Source: an optimization exercise on an open RTL-to-GDS flow (aim: small area, a short achievable clock period and few clock cycles). Production flows keep margins and buffers that such runs may drop. Where RTL was checked, it was by simulation tests only, not by an equivalence proof against the original. Power is estimated from default activity; no workload was simulated.

==> inputs of v4 <==
Design hall_engine, start of the top module:
module hall_engine (
    input  wire        clk,
    input  wire        rst,
    input  wire        ev_valid,
    input  wire [1:0]  ev_kind,       
    input  wire [31:0] ev_cmd,
    output wire        ev_ready,
    output reg         rsp_valid,
    output wire [31:0] rsp_result,
    output wire [7:0]  rsp_status,
    output wire        bus_valid,
    output reg         bus_write,
    output reg  [7:0]  bus_addr,
    output reg  [7:0]  bus_wdata,
    output wire [4:0]  bus_len,
    input  wire        bus_ready,
    input  wire        bus_ack,
    input  wire [23:0] bus_rdata,
    output wire        irq_request,
    input  wire        irq_grant,
    output reg         irq_release,
    output reg         sched_valid,
    output wire [15:0] sched_ms,
    output reg         cancel_valid,
    output reg         pub_valid,
    output wire [1:0]  pub_zone,
    output reg         log_valid,
    output wire [2:0]  log_code,
    output reg         alive,
    output reg         dead
);
clock: 10.0 ns
lec_check: 0
cap_margin: 20
core_margin: 2
core_utilization: 40
slew_margin: 20
standard.sh (not shown) runs the stock make flow with config.mk's settings and CLKGATE_MAP_FILE= SYNTH_SCRIPT=/design/flow/synth_recipe.tcl, a recipe that flattens the netlist after the stock synthesis.
==> flow/flow/run.sh <==
#!/bin/bash
# Layout: the standard flow (standard synthesis unchanged) with plain buffers on the
# ports and a larger setup margin for the resizer's timing repair. Each step's output goes
# to a log of its own.
set -euo pipefail
bash standard.sh synth > synth.log 2>&1
bash standard.sh finish SETUP_SLACK_MARGIN=7 "BUFFER_PORTS_ARGS=-buffer_cell sky130_fd_sc_hd__buf_4" > layout.log 2>&1
==> v7: changes against v4 <==
--- a/flow/design.v
+++ b/flow/design.v
@@ -46,13 +46,13 @@
         S_IDLE  = 5'd0,  S_DEC   = 5'd1,  S_I0    = 5'd2,  S_ISR   = 5'd3,
         S_IID   = 5'd4,  S_IPD   = 5'd5,  S_DEAD  = 5'd6,  S_W1    = 5'd7,
         S_MS    = 5'd8,  S_IRQ   = 5'd9,  S_DPEN  = 5'd10, S_DTYPE = 5'd11,
         S_THR   = 5'd12, S_DDET  = 5'd13, S_SPRD  = 5'd14, S_SP2   = 5'd15,
         S_SPTYPE= 5'd16, S_C1    = 5'd17, S_C2    = 5'd18, S_C3    = 5'd19,
         S_CRD   = 5'd20, S_CR0   = 5'd21, S_CRIRQ = 5'd22, S_CR2   = 5'd23,
-        S_CRPD  = 5'd24, S_KWAIT = 5'd25;
+        S_CRPD  = 5'd24, S_KWAIT = 5'd25, S_CRF   = 5'd26;
     localparam [2:0]
         OP_WSTAT = 3'd0, OP_REGRD = 3'd1, OP_CHKID = 3'd2, OP_DISABLE = 3'd3,
         OP_MEAS  = 3'd4, OP_ENABLE = 3'd5, OP_DETINT = 3'd6, OP_WORKER = 3'd7;
     localparam [4:0]
         K_ILLEGAL = 5'd0,  K_ENC = 5'd1, K_DEC = 5'd2, K_CLS = 5'd3, K_UPDTHR = 5'd4,
         K_GETZONE = 5'd5,  K_MODEPD = 5'd6, K_MODEMEAS = 5'd7, K_MODEFUSE = 5'd8,
@@ -96,12 +96,15 @@
     reg        c_fail;           
     reg        c_ok;             
     reg [3:0]  c_cnt;
     reg [3:0]  d_rem;
     reg [9:0]  samp;             
     reg        samp_v;
+    reg        d_arm;            
+    reg [2:0]  d_cnt;            
+    reg        d_first;
     reg        d_neg;
     assign ev_ready    = rdy;
     assign bus_valid   = breq;
     assign bus_len     = {3'b000, len3, 1'b1};
     assign irq_request = irq_req;
     assign sched_ms    = sched_zero ? 16'h0000 : delay;
@@ -188,21 +191,20 @@
     wire       lz_b      = (last_zone == ZONE_B);
     wire       type_chg  = (beside == lz_b);
     wire [7:0] type_data = {intsrs[7], ~lz_b, intsrs[5:0]};
     wire        acc_on  = samp_v;
     wire        d_corr  = d_neg & (d_rem != 4'd0);
     wire [15:0] sum_b   = acc_on ? {{6{samp[9]}}, samp} : {15'd0, d_corr};
-    wire        d_first = (c_cnt == 4'd10);
-    wire        d_run   = c_ok & ~samp_v & (c_cnt != 4'd15);
+    wire        d_run   = (d_cnt != 3'd0);
     wire [15:0] sum_add = res + sum_b;
     wire [3:0]  d_rin   = d_first ? (res[15] ? 4'd9 : 4'd0) : d_rem;
     wire [4:0]  d_s2    = dbit(d_rin, res[14]);
     wire [4:0]  d_s1    = dbit(d_s2[3:0], res[13]);
     wire [4:0]  d_s0    = dbit(d_s1[3:0], res[12]);
     wire [6:0]  d_step  = {d_s2[4], d_s1[4], d_s0[4], d_s0[3:0]};
-    wire        d_done  = ~c_ok | (~samp_v & (c_cnt == 4'd15));
+    wire        d_done  = ~d_arm & ~d_run;
     wire [7:0]  e_op  = ev_cmd[31:24];
     wire [7:0]  e_a   = ev_cmd[23:16];
     wire [15:0] e_imm = ev_cmd[15:0];
     wire        a0    = (e_a == 8'h00);
     wire        a01   = (e_a[7:1] == 7'h00);
     wire        i0    = (e_imm == 16'h0000);
@@ -247,16 +249,23 @@
             8'h52: if (a0 && i0) e_k = K_CHKID;
             8'h53: if (a01 && i0) e_k = K_GETSHADOW;
             default: e_k = K_ILLEGAL;
         endcase
     end
     wire signed [15:0] p_simm = pd_imm;
-    wire [15:0] p_enc = encode(pd_a[0], {{2{p_simm[15]}}, p_simm});
+    wire e_hi10 = ~pd_imm[15] &  (|pd_imm[14:9]);
+    wire e_lo10 =  pd_imm[15] & ~(&pd_imm[14:9]);
+    wire e_hi8  = ~pd_imm[15] &  (|pd_imm[14:7]);
+    wire e_lo8  =  pd_imm[15] & ~(&pd_imm[14:7]);
+    wire [9:0] e_c = pd_a[0] ? (e_hi10 ? 10'h1FF : e_lo10 ? 10'h200 : pd_imm[9:0])
+                             : (e_hi8  ? 10'h07F : e_lo8  ? 10'h380 : pd_imm[9:0]);
+    wire [15:0] p_enc = {pd_a[0] & e_c[9], pd_a[0] & e_c[8], 6'b000000, e_c[7:0]};
     wire [15:0] p_dec = pd_a[0] ? {{6{pd_imm[15]}}, pd_imm[15], pd_imm[14], pd_imm[7:0]}
                                 : {{8{pd_imm[7]}}, pd_imm[7:0]};
-    wire [15:0] p_dly = (pd_imm < DELAY_MIN) ? DELAY_MIN : pd_imm;
+    wire        dly_lo = ~(|pd_imm[15:4]) & ~(pd_imm[3] & (pd_imm[2] | pd_imm[1]));   
+    wire [15:0] p_dly = dly_lo ? DELAY_MIN : pd_imm;
     wire        p_apply_th = (pol_pos == (pd_a[1:0] == 2'd1));
     wire [15:0] p_apply = cal_ref + (p_apply_th ? -16'sd12 : 16'sd12);
     localparam [4:0]
         RQ_SRST = 5'd0,  RQ_ID    = 5'd1,  RQ_PD    = 5'd2,  RQ_MS    = 5'd3,
         RQ_FUSE = 5'd4,  RQ_DP    = 5'd5,  RQ_TYPE  = 5'd6,  RQ_THR   = 5'd7,
         RQ_DET  = 5'd8,  RQ_SAMP  = 5'd9,  RQ_CALI  = 5'd10, RQ_C40   = 5'd11,
@@ -295,12 +304,52 @@
             RQ_REGWR: begin g_addr = pd_a; g_data = pd_imm[7:0]; end
             default: ;
         endcase
         gen = {g_wr, g_l3, g_addr, g_data};
         end
     endfunction
+    reg [4:0] rq_cmd, rq_spec;
+    always @(*) begin
+        case (pd_k)
+            K_UPDTHR:   rq_cmd = RQ_THR;
+            K_MODEMEAS: rq_cmd = RQ_MS;
+            K_MODEFUSE: rq_cmd = RQ_FUSE;
+            K_DETPOLL:  rq_cmd = RQ_DP;
+            K_DETINT:   rq_cmd = type_chg ? RQ_TYPE : RQ_THR;
+            K_ENABLE:   rq_cmd = !det_int ? RQ_DP : type_chg ? RQ_TYPE : RQ_THR;
+            K_CAL:      rq_cmd = RQ_CALI;
+            K_REGRD:    rq_cmd = RQ_REGRD;
+            K_REGWR:    rq_cmd = RQ_REGWR;
+            K_CHKID:    rq_cmd = RQ_ID;
+            default:    rq_cmd = RQ_PD;         
+        endcase
+        case (state)
+            S_I0:     rq_spec = RQ_SRST;
+            S_ISR:    rq_spec = RQ_ID;
+            S_IID:    rq_spec = RQ_PD;
+            S_IDLE:   rq_spec = (pd_valid && pd_kind == 2'd0) ? rq_cmd : RQ_SAMP;
+            S_DEC:    rq_spec = rq_cmd;
+            S_MS:     rq_spec = RQ_SAMP;
+            S_IRQ:    rq_spec = RQ_SAMP;
+            S_DPEN:   rq_spec = RQ_MS;
+            S_DTYPE:  rq_spec = RQ_THR;
+            S_DDET:   rq_spec = RQ_MS;
+            S_THR:    rq_spec = (thr_k != 3'd5) ? RQ_THR : RQ_DET;
+            S_SP2:    rq_spec = type_chg ? RQ_TYPE : RQ_THR;
+            S_SPTYPE: rq_spec = RQ_THR;
+            S_C1:     rq_spec = RQ_PD;
+            S_C2:     rq_spec = RQ_C40;
+            S_C3:     rq_spec = RQ_SAMP;
+            S_CRD:    rq_spec = (c_cnt == 4'd9) ? RQ_CRI : RQ_SAMP;
+            S_CRF:    rq_spec = RQ_CRI;
+            S_CR0:    rq_spec = RQ_CRO;
+            S_CRIRQ:  rq_spec = RQ_CRO;
+            S_CR2:    rq_spec = RQ_CRPD;
+            default:  rq_spec = RQ_SAMP;
+        endcase
+    end
     reg [15:0] c_res;
     reg        c_sgn;
     reg [2:0]  c_st;
     always @(*) begin
         c_res = 16'h0; c_sgn = 1'b0; c_st = ST_OK;
         case (pd_k)
@@ -480,12 +529,13 @@
         end
     endtask
     wire bus_done = breq & bus_ready;
     wire ok       = bus_ack;
     always @(posedge clk) begin
         pd_kind <= ev_kind;
+        samp    <= s10;
         pd_k    <= e_k;
         pd_a    <= e_a;
         pd_imm  <= e_imm;
         if (rst) begin
             opf           <= 8'h00;
             intsrs        <= 8'h00;
@@ -506,12 +556,14 @@
             breq          <= 1'b0;
             irq_req       <= 1'b0;
             pd_valid      <= 1'b0;
             thr_k         <= 3'd0;
             c_ok          <= 1'b0;
             samp_v        <= 1'b0;
+            d_arm         <= 1'b0;
+            d_cnt         <= 3'd0;
             rsp_valid     <= 1'b0;
             irq_release   <= 1'b0;
             sched_valid   <= 1'b0;
             cancel_valid  <= 1'b0;
             pub_valid     <= 1'b0;
             log_valid     <= 1'b0;
@@ -533,14 +585,18 @@
                     if (bus_addr == ADDR_OPF)    opf    <= bus_wdata;
                     if (bus_addr == ADDR_INTSRS) intsrs <= bus_wdata;
                 end
             end
             samp_v <= 1'b0;
             if (samp_v) res <= sum_add;
+            if (samp_v && d_arm) begin
+                d_arm <= 1'b0; d_cnt <= 3'd5; d_first <= 1'b1;
+            end
             if (d_run) begin
-                c_cnt   <= c_cnt + 4'd1;
+                d_cnt   <= d_cnt - 3'd1;
+                d_first <= 1'b0;
                 if (d_first) d_neg <= res[15];
                 res[14:0] <= {res[11:0], d_step[6:4]};
                 d_rem   <= d_step[3:0];
             end
             case (state)
             S_I0: issue(RQ_SRST, S_ISR);
@@ -653,37 +709,38 @@
                 end else begin
                     thr_k <= 3'd1; thr_sp <= 1'b1;
                     issue(RQ_THR, S_THR);
                 end
             end
             S_C1: if (bus_ready) begin
-                if (!ok) begin c_fail <= 1'b1; start_cr; end
+                if (!ok) begin c_fail <= 1'b1; state <= S_CRF; end
                 else issue(RQ_PD, S_C2);
             end
             S_C2: if (bus_ready) begin
-                if (!ok) begin c_fail <= 1'b1; start_cr; end
+                if (!ok) begin c_fail <= 1'b1; state <= S_CRF; end
                 else issue(RQ_C40, S_C3);
             end
             S_C3: if (bus_ready) begin
-                if (!ok) begin c_fail <= 1'b1; start_cr; end
+                if (!ok) begin c_fail <= 1'b1; state <= S_CRF; end
                 else begin
                     c_cnt <= 4'd0; res <= 16'h0;
                     issue(RQ_SAMP, S_CRD);
                 end
             end
             S_CRD: if (bus_ready) begin
-                if (!ok || !drdy) begin c_fail <= 1'b1; start_cr; end
+                if (!ok || !drdy) begin c_fail <= 1'b1; state <= S_CRF; end
                 else begin
-                    samp <= s10; samp_v <= 1'b1;
+                    samp_v <= 1'b1;
                     c_cnt <= c_cnt + 4'd1;
                     if (c_cnt == 4'd9) begin
-                        c_ok <= 1'b1;
+                        c_ok <= 1'b1; d_arm <= 1'b1;
                         start_cr;
                     end else issue(RQ_SAMP, S_CRD);
                 end
             end
+            S_CRF: start_cr;
             S_CR0: if (bus_ready) begin
                 if (!ok) c_fail <= 1'b1;
                 if (s_was) begin irq_req <= 1'b1; state <= S_CRIRQ; end
                 else issue(RQ_CRO, S_CR2);
             end
             S_CRIRQ: begin
@@ -702,17 +759,17 @@
                 if (!ok) c_fail <= 1'b1;
                 kfin(c_fail | !ok);
             end
             S_KWAIT: kfin(c_fail);
             default: state <= S_IDLE;
             endcase
-            if (iss_c) begin
-                breq <= 1'b1;
-                {bus_write, len3, bus_addr, bus_wdata} <= gen(rq_c);
-                tw <= (rq_c == RQ_TYPE);
+            if (!breq || bus_ready) begin
+                {bus_write, len3, bus_addr, bus_wdata} <= gen(rq_spec);
+                tw <= (rq_spec == RQ_TYPE);
             end
+            if (iss_c) breq <= 1'b1;
             if (fin_c) begin
                 case (fr_c)
                     FR_CMD:  begin res <= c_res; res_sgn <= c_sgn; end
                     FR_RD:   begin res <= ok ? {8'h00, bus_rdata[7:0]} : 16'h0; res_sgn <= 1'b0; end
                     FR_ID:   begin res <= {15'h0, ok && bus_rdata[7:0] == ID_VALUE}; res_sgn <= 1'b0; end
                     FR_Q:    begin res <= sum_add; res_sgn <= sum_add[15]; end
==> flow/flow/run.sh (replaced) <==
#!/bin/bash
# Layout: the standard flow (standard synthesis unchanged) with plain buffers on the
# ports and a larger setup margin for the resizer's timing repair. Each step's output goes
# to a log of its own.
set -euo pipefail
bash standard.sh synth > synth.log 2>&1
bash standard.sh finish SETUP_SLACK_MARGIN=6.25 "BUFFER_PORTS_ARGS=-buffer_cell sky130_fd_sc_hd__buf_1" > layout.log 2>&1
==> v34: changes against v4 <==
--- a/flow/design.v
+++ b/flow/design.v
@@ -46,13 +46,13 @@
         S_IDLE  = 5'd0,  S_DEC   = 5'd1,  S_I0    = 5'd2,  S_ISR   = 5'd3,
         S_IID   = 5'd4,  S_IPD   = 5'd5,  S_DEAD  = 5'd6,  S_W1    = 5'd7,
         S_MS    = 5'd8,  S_IRQ   = 5'd9,  S_DPEN  = 5'd10, S_DTYPE = 5'd11,
         S_THR   = 5'd12, S_DDET  = 5'd13, S_SPRD  = 5'd14, S_SP2   = 5'd15,
         S_SPTYPE= 5'd16, S_C1    = 5'd17, S_C2    = 5'd18, S_C3    = 5'd19,
         S_CRD   = 5'd20, S_CR0   = 5'd21, S_CRIRQ = 5'd22, S_CR2   = 5'd23,
-        S_CRPD  = 5'd24, S_KWAIT = 5'd25;
+        S_CRPD  = 5'd24, S_KWAIT = 5'd25, S_CRF   = 5'd26;
     localparam [2:0]
         OP_WSTAT = 3'd0, OP_REGRD = 3'd1, OP_CHKID = 3'd2, OP_DISABLE = 3'd3,
         OP_MEAS  = 3'd4, OP_ENABLE = 3'd5, OP_DETINT = 3'd6, OP_WORKER = 3'd7;
     localparam [4:0]
         K_ILLEGAL = 5'd0,  K_ENC = 5'd1, K_DEC = 5'd2, K_CLS = 5'd3, K_UPDTHR = 5'd4,
         K_GETZONE = 5'd5,  K_MODEPD = 5'd6, K_MODEMEAS = 5'd7, K_MODEFUSE = 5'd8,
@@ -96,12 +96,15 @@
     reg        c_fail;           
     reg        c_ok;             
     reg [3:0]  c_cnt;
     reg [3:0]  d_rem;
     reg [9:0]  samp;             
     reg        samp_v;
+    reg        d_arm;            
+    reg [2:0]  d_cnt;            
+    reg        d_first;
     reg        d_neg;
     assign ev_ready    = rdy;
     assign bus_valid   = breq;
     assign bus_len     = {3'b000, len3, 1'b1};
     assign irq_request = irq_req;
     assign sched_ms    = sched_zero ? 16'h0000 : delay;
@@ -188,21 +191,20 @@
     wire       lz_b      = (last_zone == ZONE_B);
     wire       type_chg  = (beside == lz_b);
     wire [7:0] type_data = {intsrs[7], ~lz_b, intsrs[5:0]};
     wire        acc_on  = samp_v;
     wire        d_corr  = d_neg & (d_rem != 4'd0);
     wire [15:0] sum_b   = acc_on ? {{6{samp[9]}}, samp} : {15'd0, d_corr};
-    wire        d_first = (c_cnt == 4'd10);
-    wire        d_run   = c_ok & ~samp_v & (c_cnt != 4'd15);
+    wire        d_run   = (d_cnt != 3'd0);
     wire [15:0] sum_add = res + sum_b;
     wire [3:0]  d_rin   = d_first ? (res[15] ? 4'd9 : 4'd0) : d_rem;
     wire [4:0]  d_s2    = dbit(d_rin, res[14]);
     wire [4:0]  d_s1    = dbit(d_s2[3:0], res[13]);
     wire [4:0]  d_s0    = dbit(d_s1[3:0], res[12]);
     wire [6:0]  d_step  = {d_s2[4], d_s1[4], d_s0[4], d_s0[3:0]};
-    wire        d_done  = ~c_ok | (~samp_v & (c_cnt == 4'd15));
+    wire        d_done  = ~d_arm & ~d_run;
     wire [7:0]  e_op  = ev_cmd[31:24];
     wire [7:0]  e_a   = ev_cmd[23:16];
     wire [15:0] e_imm = ev_cmd[15:0];
     wire        a0    = (e_a == 8'h00);
     wire        a01   = (e_a[7:1] == 7'h00);
     wire        i0    = (e_imm == 16'h0000);
@@ -247,16 +249,23 @@
             8'h52: if (a0 && i0) e_k = K_CHKID;
             8'h53: if (a01 && i0) e_k = K_GETSHADOW;
             default: e_k = K_ILLEGAL;
         endcase
     end
     wire signed [15:0] p_simm = pd_imm;
-    wire [15:0] p_enc = encode(pd_a[0], {{2{p_simm[15]}}, p_simm});
+    wire e_hi10 = ~pd_imm[15] &  (|pd_imm[14:9]);
+    wire e_lo10 =  pd_imm[15] & ~(&pd_imm[14:9]);
+    wire e_hi8  = ~pd_imm[15] &  (|pd_imm[14:7]);
+    wire e_lo8  =  pd_imm[15] & ~(&pd_imm[14:7]);
+    wire [9:0] e_c = pd_a[0] ? (e_hi10 ? 10'h1FF : e_lo10 ? 10'h200 : pd_imm[9:0])
+                             : (e_hi8  ? 10'h07F : e_lo8  ? 10'h380 : pd_imm[9:0]);
+    wire [15:0] p_enc = {pd_a[0] & e_c[9], pd_a[0] & e_c[8], 6'b000000, e_c[7:0]};
     wire [15:0] p_dec = pd_a[0] ? {{6{pd_imm[15]}}, pd_imm[15], pd_imm[14], pd_imm[7:0]}
                                 : {{8{pd_imm[7]}}, pd_imm[7:0]};
-    wire [15:0] p_dly = (pd_imm < DELAY_MIN) ? DELAY_MIN : pd_imm;
+    wire        dly_lo = ~(|pd_imm[15:4]) & ~(pd_imm[3] & (pd_imm[2] | pd_imm[1]));   
+    wire [15:0] p_dly = dly_lo ? DELAY_MIN : pd_imm;
     wire        p_apply_th = (pol_pos == (pd_a[1:0] == 2'd1));
     wire [15:0] p_apply = cal_ref + (p_apply_th ? -16'sd12 : 16'sd12);
     localparam [4:0]
         RQ_SRST = 5'd0,  RQ_ID    = 5'd1,  RQ_PD    = 5'd2,  RQ_MS    = 5'd3,
         RQ_FUSE = 5'd4,  RQ_DP    = 5'd5,  RQ_TYPE  = 5'd6,  RQ_THR   = 5'd7,
         RQ_DET  = 5'd8,  RQ_SAMP  = 5'd9,  RQ_CALI  = 5'd10, RQ_C40   = 5'd11,
@@ -295,12 +304,52 @@
             RQ_REGWR: begin g_addr = pd_a; g_data = pd_imm[7:0]; end
             default: ;
         endcase
         gen = {g_wr, g_l3, g_addr, g_data};
         end
     endfunction
+    reg [4:0] rq_cmd, rq_spec;
+    always @(*) begin
+        case (pd_k)
+            K_UPDTHR:   rq_cmd = RQ_THR;
+            K_MODEMEAS: rq_cmd = RQ_MS;
+            K_MODEFUSE: rq_cmd = RQ_FUSE;
+            K_DETPOLL:  rq_cmd = RQ_DP;
+            K_DETINT:   rq_cmd = type_chg ? RQ_TYPE : RQ_THR;
+            K_ENABLE:   rq_cmd = !det_int ? RQ_DP : type_chg ? RQ_TYPE : RQ_THR;
+            K_CAL:      rq_cmd = RQ_CALI;
+            K_REGRD:    rq_cmd = RQ_REGRD;
+            K_REGWR:    rq_cmd = RQ_REGWR;
+            K_CHKID:    rq_cmd = RQ_ID;
+            default:    rq_cmd = RQ_PD;         
+        endcase
+        case (state)
+            S_I0:     rq_spec = RQ_SRST;
+            S_ISR:    rq_spec = RQ_ID;
+            S_IID:    rq_spec = RQ_PD;
+            S_IDLE:   rq_spec = (pd_valid && pd_kind == 2'd0) ? rq_cmd : RQ_SAMP;
+            S_DEC:    rq_spec = rq_cmd;
+            S_MS:     rq_spec = RQ_SAMP;
+            S_IRQ:    rq_spec = RQ_SAMP;
+            S_DPEN:   rq_spec = RQ_MS;
+            S_DTYPE:  rq_spec = RQ_THR;
+            S_DDET:   rq_spec = RQ_MS;
+            S_THR:    rq_spec = (thr_k != 3'd5) ? RQ_THR : RQ_DET;
+            S_SP2:    rq_spec = type_chg ? RQ_TYPE : RQ_THR;
+            S_SPTYPE: rq_spec = RQ_THR;
+            S_C1:     rq_spec = RQ_PD;
+            S_C2:     rq_spec = RQ_C40;
+            S_C3:     rq_spec = RQ_SAMP;
+            S_CRD:    rq_spec = (c_cnt == 4'd9) ? RQ_CRI : RQ_SAMP;
+            S_CRF:    rq_spec = RQ_CRI;
+            S_CR0:    rq_spec = RQ_CRO;
+            S_CRIRQ:  rq_spec = RQ_CRO;
+            S_CR2:    rq_spec = RQ_CRPD;
+            default:  rq_spec = RQ_SAMP;
+        endcase
+    end
     reg [15:0] c_res;
     reg        c_sgn;
     reg [2:0]  c_st;
     always @(*) begin
         c_res = 16'h0; c_sgn = 1'b0; c_st = ST_OK;
         case (pd_k)
@@ -480,12 +529,13 @@
         end
     endtask
     wire bus_done = breq & bus_ready;
     wire ok       = bus_ack;
     always @(posedge clk) begin
         pd_kind <= ev_kind;
+        samp    <= s10;
         pd_k    <= e_k;
         pd_a    <= e_a;
         pd_imm  <= e_imm;
         if (rst) begin
             opf           <= 8'h00;
             intsrs        <= 8'h00;
@@ -506,12 +556,14 @@
             breq          <= 1'b0;
             irq_req       <= 1'b0;
             pd_valid      <= 1'b0;
             thr_k         <= 3'd0;
             c_ok          <= 1'b0;
             samp_v        <= 1'b0;
+            d_arm         <= 1'b0;
+            d_cnt         <= 3'd0;
             rsp_valid     <= 1'b0;
             irq_release   <= 1'b0;
             sched_valid   <= 1'b0;
             cancel_valid  <= 1'b0;
             pub_valid     <= 1'b0;
             log_valid     <= 1'b0;
@@ -533,14 +585,18 @@
                     if (bus_addr == ADDR_OPF)    opf    <= bus_wdata;
                     if (bus_addr == ADDR_INTSRS) intsrs <= bus_wdata;
                 end
             end
             samp_v <= 1'b0;
             if (samp_v) res <= sum_add;
+            if (samp_v && d_arm) begin
+                d_arm <= 1'b0; d_cnt <= 3'd5; d_first <= 1'b1;
+            end
             if (d_run) begin
-                c_cnt   <= c_cnt + 4'd1;
+                d_cnt   <= d_cnt - 3'd1;
+                d_first <= 1'b0;
                 if (d_first) d_neg <= res[15];
                 res[14:0] <= {res[11:0], d_step[6:4]};
                 d_rem   <= d_step[3:0];
             end
             case (state)
             S_I0: issue(RQ_SRST, S_ISR);
@@ -653,37 +709,38 @@
                 end else begin
                     thr_k <= 3'd1; thr_sp <= 1'b1;
                     issue(RQ_THR, S_THR);
                 end
             end
             S_C1: if (bus_ready) begin
-                if (!ok) begin c_fail <= 1'b1; start_cr; end
+                if (!ok) begin c_fail <= 1'b1; state <= S_CRF; end
                 else issue(RQ_PD, S_C2);
             end
             S_C2: if (bus_ready) begin
-                if (!ok) begin c_fail <= 1'b1; start_cr; end
+                if (!ok) begin c_fail <= 1'b1; state <= S_CRF; end
                 else issue(RQ_C40, S_C3);
             end
             S_C3: if (bus_ready) begin
-                if (!ok) begin c_fail <= 1'b1; start_cr; end
+                if (!ok) begin c_fail <= 1'b1; state <= S_CRF; end
                 else begin
                     c_cnt <= 4'd0; res <= 16'h0;
                     issue(RQ_SAMP, S_CRD);
                 end
             end
             S_CRD: if (bus_ready) begin
-                if (!ok || !drdy) begin c_fail <= 1'b1; start_cr; end
+                if (!ok || !drdy) begin c_fail <= 1'b1; state <= S_CRF; end
                 else begin
-                    samp <= s10; samp_v <= 1'b1;
+                    samp_v <= 1'b1;
                     c_cnt <= c_cnt + 4'd1;
                     if (c_cnt == 4'd9) begin
-                        c_ok <= 1'b1;
+                        c_ok <= 1'b1; d_arm <= 1'b1;
                         start_cr;
                     end else issue(RQ_SAMP, S_CRD);
                 end
             end
+            S_CRF: start_cr;
             S_CR0: if (bus_ready) begin
                 if (!ok) c_fail <= 1'b1;
                 if (s_was) begin irq_req <= 1'b1; state <= S_CRIRQ; end
                 else issue(RQ_CRO, S_CR2);
             end
             S_CRIRQ: begin
@@ -702,17 +759,17 @@
                 if (!ok) c_fail <= 1'b1;
                 kfin(c_fail | !ok);
             end
             S_KWAIT: kfin(c_fail);
             default: state <= S_IDLE;
             endcase
-            if (iss_c) begin
-                breq <= 1'b1;
-                {bus_write, len3, bus_addr, bus_wdata} <= gen(rq_c);
-                tw <= (rq_c == RQ_TYPE);
+            if (!breq || bus_ready) begin
+                {bus_write, len3, bus_addr, bus_wdata} <= gen(rq_spec);
+                tw <= (rq_spec == RQ_TYPE);
             end
+            if (iss_c) breq <= 1'b1;
             if (fin_c) begin
                 case (fr_c)
                     FR_CMD:  begin res <= c_res; res_sgn <= c_sgn; end
                     FR_RD:   begin res <= ok ? {8'h00, bus_rdata[7:0]} : 16'h0; res_sgn <= 1'b0; end
                     FR_ID:   begin res <= {15'h0, ok && bus_rdata[7:0] == ID_VALUE}; res_sgn <= 1'b0; end
                     FR_Q:    begin res <= sum_add; res_sgn <= sum_add[15]; end
==> flow/flow/run.sh (replaced) <==
#!/bin/bash
# Layout: the standard flow (standard synthesis unchanged) with plain buffers on the
# ports and a larger setup margin for the resizer's timing repair. Each step's output goes
# to a log of its own.
set -euo pipefail
bash standard.sh synth > synth.log 2>&1
bash standard.sh finish SETUP_SLACK_MARGIN=6.5 "BUFFER_PORTS_ARGS=-buffer_cell sky130_fd_sc_hd__buf_4" > layout.log 2>&1
==> v28: changes against v4 <==
==> flow/flow/run.sh (replaced) <==
#!/bin/bash
# Layout: the standard flow (standard synthesis unchanged), with a larger setup
# margin for the resizer's timing repair. Each step's output goes to a log of its own.
set -euo pipefail
bash standard.sh synth > synth.log 2>&1
bash standard.sh finish SETUP_SLACK_MARGIN=7 > layout.log 2>&1
==> qor summary <==
Worst max-slew margin expressed relative to the limit: v34 0.390; v7 0.308; v28 0.337; v4 0.394
Xor/xnor share of the synthesized area: v34 0.0221; v7 0.0221; v28 0.0221; v4 0.0221
Fin crit share: v34 0.358; v7 0.372; v28 0.408; v4 0.395
Number of distinct library cell variants in the gate-level netlist after synthesis: v34 102; v7 102; v28 104; v4 104
Clock buffer count in the final layout: v34 39; v7 38; v28 33; v4 33
Count of buffers added by post-CTS timing repair for setup: v34 29; v7 11; v28 158; v4 144
Run status: v34 no timing/DRC/antenna violations; v7 no timing/DRC/antenna violations; v28 no timing/DRC/antenna violations; v4 no timing/DRC/antenna violations
Power dissipated by switching net loads: v34 1.07 mW; v7 1.07 mW; v28 1.27 mW; v4 1.30 mW
Multi-input comb cells: v34 1776; v7 1776; v28 1871; v4 1870
Cell with the most instances after synthesis: v34 sky130_fd_sc_hd__nor2_1; v7 sky130_fd_sc_hd__nor2_1; v28 sky130_fd_sc_hd__nand2_1; v4 sky130_fd_sc_hd__nand2_1
Core Util, Final: v34 0.488; v7 0.461; v28 0.546; v4 0.546
Worst Reg2Reg Path Length in Cells: v34 16; v7 15; v28 13; v4 12
Filler cell count: v34 4395; v7 4444; v28 4182; v4 4175
Pwr dens: v34 142 nW/µm²; v7 152 nW/µm²; v28 143 nW/µm²; v4 145 nW/µm²
Post-synthesis area per instance: v34 7.95 µm²; v7 7.95 µm²; v28 7.73 µm²; v4 7.73 µm²
Initial core utilization: v34 0.405; v7 0.405; v28 0.403; v4 0.403
Total buffers and inverters traversed by the critical path: v34 3; v7 3; v28 5; v4 2
Initial detailed-routing violation count: v34 2013; v7 2138; v28 2251; v4 2340
Worst Setup Start Kind: v34 register; v7 input port; v28 input port; v4 input port
Transition time at the pin with the least slew margin: v34 0.914 ns; v7 1.03 ns; v28 0.994 ns; v4 0.900 ns
Seq area share: v34 0.251; v7 0.266; v28 0.220; v4 0.220
CP max stage delay: v34 0.41 ns; v7 0.45 ns; v28 0.49 ns; v4 0.55 ns
Filler-free cell count of the finished design: v34 2980; v7 2948; v28 3234; v4 3239
Endpoint arrival time on the critical path: v34 1.58 ns; v7 4.22 ns; v28 4.40 ns; v4 4.39 ns
Total power: v34 3.06 mW; v7 3.09 mW; v28 3.53 mW; v4 3.56 mW
Sequential share of power: v34 0.367; v7 0.365; v28 0.315; v4 0.314
Testbench counts of v7, summed over its fixed seeds: cycles 11,798.
Testbench counts of v34, summed over its fixed seeds: cycles 11,798.
Function not checked in v4 and v28: the RTL went through the layout flow alone.

port drivers added, routing unchanged:
Ports are ideal in the flow. The routed layouts listed here were re-timed in OpenROAD.
Step 1: set_driving_cell puts a clkbuf_16 on clk and a buf_2 on each other input, an assumption about the parent block.
Step 2 moves the port delays by t, midway between the first and last clock arrival at a register: inputs arrive t later, outputs are due t later. That takes back most of the time a late clock gives input paths.
Slacks: no drivers / after step 1 / after step 2; pairs: no drivers / after step 1.
run	shift t [ns]	setup slack, ns	latest minus earliest clock arrival (ns)	cell pins on the clock port's net
v4	0.639	6.053 / 6.003 / 5.364	0.019 / 0.019	1
v7	0.647	6.277 / 6.276 / 5.668	0.018 / 0.018	1
v34	0.632	6.416 / 6.362 / 5.917	0.017 / 0.018	1
v28	0.625	5.920 / 5.948 / 5.323	0.022 / 0.021	1
After both steps setup and hold are still met in every run listed. For v4, which loses most, drivers alone change the setup slack by -0.050 ns; drivers and shift together by -0.689 ns.
